Background: an optimization exercise with open tools, aiming at small area. Do not read the settings as production practice.
Where RTL was checked, it was by simulation tests only, not by an equivalence proof against the original.
No activity file was given, so power comes from the tool's default toggle rates.

==> flow/design.v (excerpt) <==
module via_block (
    input  wire        clk,
    input  wire        rst,
    input  wire        cmd_valid,
    output wire        cmd_ready,
    input  wire [2:0]  cmd_op,       
    input  wire        cmd_unit,     
    input  wire        cmd_debug,    
    input  wire [3:0]  cmd_reg,
    input  wire [31:0] cmd_data,     
    input  wire        i2c_sda_in,   
    input  wire        ser_atn,
    input  wire        ser_clk,
    input  wire        ser_data,
    input  wire [3:0]  joy_data,     
    output reg         rsp_valid,
    output reg  [7:0]  rsp_rdata,
    output reg         rsp_i2c_step,
    output wire        irq1,
    output wire        irq2,
    output wire        pb7_1,
    output wire        pb7_2,
    output reg         i2c_sda_out,
    output reg         i2c_scl_out,
    output reg         joy_latch,
    output reg         joy_clk
);
==> flow/config.mk <==
export PLATFORM = sky130hd
export DESIGN_NAME = via_block
export DESIGN_NICKNAME = via_block
export VERILOG_FILES = /design/flow/design.v
export SDC_FILE = /design/flow/constraint.sdc
export NUM_CORES = 4
export LEC_CHECK = 0
export CAP_MARGIN = 20
export CORE_MARGIN = 2
export CORE_UTILIZATION = 50
export GPL_ROUTABILITY_DRIVEN = 0
export GPL_TIMING_DRIVEN = 0
export PLACE_DENSITY = 0.7
export SLEW_MARGIN = 20
==> flow/constraint.sdc <==
create_clock -name core_clock -period 10.0 [get_ports {clk}]
set_input_delay 2.0000 -clock core_clock [delete_from_list [all_inputs] [get_ports {clk}]]
set_output_delay 2.0000 -clock core_clock [all_outputs]
set_load 0.01 [all_outputs]
standard.sh (not shown) runs the stock make flow with config.mk's settings and CLKGATE_MAP_FILE= SYNTH_SCRIPT=/design/flow/synth_recipe.tcl, a recipe that flattens the netlist after the stock synthesis.
==> flow/flow/run.sh <==
#!/bin/bash
set -euo pipefail
export FLOW_WORK="$PWD"
export FLOW_ABC_SCRIPT="$PWD/flow/abc_area_deep.script"
bash standard.sh \
  "SYNTH_SCRIPT=$PWD/flow/synth_deep.tcl" \
  "BUFFER_PORTS_ARGS=-buffer_cell sky130_fd_sc_hd__buf_1" \
  "CTS_ARGS=-sink_clustering_enable -repair_clock_nets -dont_use_dummy_load -buf_list sky130_fd_sc_hd__clkbuf_8 -sink_clustering_size 20 -sink_clustering_max_diameter 50" \
  finish > flow_make.log 2>&1
==> flow/flow/abc_area_deep.script <==
strash
&get -n
&deepsyn -J 200 -T 0
&put
dch -f
&get -n
&nf -R 1000
&put
topo
dnsize -c
==> flow/flow/synth_deep.tcl <==
# The standard synthesis script (synth_recipe.tcl, sourced unchanged), with only the ABC
# script of its technology-mapping call replaced by an area-oriented one (abc_area_deep.script).
# The flip-flops are mapped by dfflibmap before ABC runs, so the registers, their names and
# their cells are those of the standard synthesis.
proc abc {args} {
  set i [lsearch -exact $args -script]
  if {$i >= 0} { lset args [expr {$i + 1}] $::env(FLOW_ABC_SCRIPT) }
  yosys abc {*}$args
}
source $::env(FLOW_WORK)/synth_recipe.tcl
The baseline completed with no timing, DRC or antenna violations.
Change:
--- a/flow/design.v
+++ b/flow/design.v
@@ -37,12 +37,13 @@
     wire       u    = cmd_unit & ~op_rs;    
     wire [3:0] r    = cmd_reg;
     wire [4:0] rel  = {ph[4] ^ u, ph[3:0]};
     wire       lo   = ~rel[4];
     wire       rend = &rel;
     wire st      = run & op_st;
+    wire p_cap   = st & (pc == 6'd25);
     wire p_arith = st & (pc[5:3] == 3'b011) & pc[1];
     wire p_t2y   = st & (pc == 6'd28);
     wire p_t2fin = st & (pc == 6'd29);
     wire p_t1fin = st & (pc == 6'd0);
     wire p_div   = st & pc[5];
     wire p_fin   = p_t2y | p_t2fin | p_t1fin;
@@ -51,13 +52,13 @@
     wire p_rs    = run & op_rs;
     wire p_rd    = run & op_rd;
     wire a_hi    = pc[0];       
     wire a_t1    = pc[2];       
     wire first   = (pc[4:0] == 5'd0);
     wire hw = r[0] | (r[3] & r[2] & r[1]);
-    wire rd_done = p_rd & (rel == {1'b0, hw, 3'b111});
+    wire rd_done = p_rd & pc[0] & (rel == {1'b0, hw, 3'b111});
     wire nr_done = run & ~op_rd & rend & (pc == {5'd0, op_pu});
     assign cmd_ready = rd_done | nr_done;
     wire accept = cmd_valid & cmd_ready;
     reg [31:0] rA, rB, rC, rD, rT1, rT1L, rT2, rT2L, rPL, rPH;
     wire oA = rA[0], oB = rB[0], oC = rC[0], oD = rD[0];
     wire oT1 = rT1[0], oT1L = rT1L[0], oT2 = rT2[0], oT2L = rT2L[0];
@@ -66,13 +67,13 @@
     reg [1:0] ifr6, ifr5, ier6, ier5, pb7r, t1neg, t2neg;
     wire [1:0] irq = (ifr6 & ier6) | (ifr5 & ier5);
     assign irq1  = irq[0];
     assign irq2  = irq[1];
     assign pb7_1 = pb7r[0];
     assign pb7_2 = pb7r[1];
-    reg c1, c2, dly, dPL, dPH, fb, x16, und;    
+    reg c1, c2, dly, b, fb, x16, und;    
     wire kbit = cmd_data[{a_hi, rel[3] & ~op_wr, rel[2:0]}];
     wire vbit = kbit;
     wire inc_t  = p_pulse ? (a_hi ? oPH : oPL)
                 : a_hi ? (a_t1 ? t1neg[u] : t2neg[u])
                        : (a_t1 ? oT1 : oT2);
     wire inc_ci = (rel == 5'd0 && !a_hi) ? 1'b1 : c1;
@@ -84,13 +85,13 @@
     wire sub_co = (sub_e & ~inc_s) | (sub_e & sub_ci) | (~inc_s & sub_ci);
     wire tl     = lo & oT1L;
     wire p_ci   = (rel == 5'd1) | (c1 & (rel != 5'd0));
     wire p_bit  = tl ^ p_ci;
     wire p_co   = tl & p_ci;
     wire sg     = ~first & fb;
-    wire dv_a   = (rel == 5'd0) ? rPH[15] : (~first & dly);
+    wire dv_a   = (rel == 5'd0) ? b : (~first & dly);
     wire dv_b   = sg ? p_bit : ~p_bit;
     wire dv_ci  = (rel == 5'd0) ? ~sg : c2;
     wire dv_s   = dv_a ^ dv_b ^ dv_ci;
     wire dv_co  = (dv_a & dv_b) | (dv_a & dv_ci) | (dv_b & dv_ci);
     wire f_src_t2 = p_t2fin & und;
     wire f_src_t1 = p_t1fin & und;
@@ -138,17 +139,13 @@
         if (p_pulse & lo) begin
             if (a_hi) iPH = inc_s; else iPL = inc_s;
         end
         if (p_arith & lo) begin
             if (a_hi) iPH = sub_d; else iPL = sub_d;
         end
-        if (p_div & lo) begin
-            iT1 = dv_s;
-            iPL = (rel == 5'd0) ? 1'b0 : dPL;
-            iPH = (rel == 5'd0) ? rPL[15] : dPH;
-        end
+        if (p_div & lo) iT1 = dv_s;
         if ((p_t2y | p_t2fin) & lo) iT2 = f_s;
         if (p_t2fin & (rel == 5'd13)) iD = oD & ~und;
         if (p_t1fin & lo) begin
             iT1 = f_s;
             iPL = 1'b0;
             iPH = 1'b0;
@@ -172,24 +169,26 @@
         rT1L <= {iT1L, rT1L[31:1]};
         rT2  <= {iT2,  rT2[31:1]};
         rT2L <= {iT2L, rT2L[31:1]};
         rPL  <= {iPL,  rPL[31:1]};
         rPH  <= {iPH,  rPH[31:1]};
     end
+    wire [4:0] bm = 5'd30 - pc[4:0];      
     always @(posedge clk) begin
         dly <= rel[4] ? x16 : oT1;
-        dPL <= oPL;
-        dPH <= oPH;
+        if (lo && rel[3:0] == bm[3:0])
+            b <= bm[4] ? iPH : iPL;
         if (lo | (p_div & (rel == 5'd16))) begin
             c1 <= p_div ? p_co : inc_co;
             c2 <= p_div ? dv_co : p_fin ? f_co : sub_co;
         end
         if (p_arith & a_hi & (rel == 5'd0))  x16 <= sub_d;
         if (p_div & (rel == 5'd16))          x16 <= dv_s;
         if (p_arith & a_hi & (rel == 5'd15)) und <= sub_co;
-        if (~run & rend) und <= op_st ? rC[14] : rC[10];
+        if ((p_cap & (rel == 5'd13)) | (p_rd & ~pc[0] & (rel == 5'd9)))
+            und <= oC;
         if (p_t2y & (rel == 5'd15))          fb  <= f_co;
         if (p_div & (rel == 5'd17))          fb  <= dv_s;
     end
     wire [2:0] jb = rel[2:0];
     reg  ext, sb;
     always @(*) begin
@@ -230,13 +229,13 @@
         clr <= rst | (clr & ~&ph);
         if (rst) begin
             run <= 1'b0;
         end else if (!run) begin
             if (cmd_valid & ~clr & rend) begin
                 run <= 1'b1;
-                pc  <= op_st ? 6'd26 : 6'd0;
+                pc  <= op_st ? 6'd25 : 6'd0;
             end
         end else if (cmd_ready) begin
             run <= 1'b0;
         end else if (rend) begin
             pc <= (p_arith & (pc[4:0] == 5'd31) & ~und) ? 6'd0 : pc + 6'd1;
         end
Outcome: Via count came out lower slightly; cell count drops slightly; routed wire length falls by a few percent; synthesized area stays flat; maximum frequency fell by a few percent; design area stays flat; power is lower slightly; worst setup slack degrades by 0.19 ns; worst hold slack gets better by 0.011 ns; synthesized cell count is about the same; die area is about the same.
Only the layout flow was run in the first run of this note; the RTL was not checked for function there.

afterwards: timing with drivers on the ports:
The results above use ideal ports. As a check the final layouts listed here were re-extracted and re-timed, cells and wires unchanged.
Step 1 assumes that a clkbuf_16 drives the clock port and a buf_2 every other input.
Step 2 adds t to the input delays and takes it off the output delays; t is the mean of the earliest and latest rising clock arrival at the registers after step 1. Input paths then give back, and output paths get back, about the clock's delay inside the block.
Three values: ideal ports, drivers, drivers and shift; two values: the first two.
| run | t, ns | setup slack, ns | worst data-port slew with drivers (ns) | cell pins on the clock port's net |
|---|---|---|---|---|
| the first run | 0.576 | 3.279 / 3.221 / 3.221 | 0.07 | 1 |
| the second run | 0.562 | 3.094 / 3.040 / 3.040 | 0.08 | 1 |
After both steps every run listed still meets setup and hold. The setup slack of the first run, which loses most, moves by -0.058 ns with the drivers and by -0.058 ns with both steps.
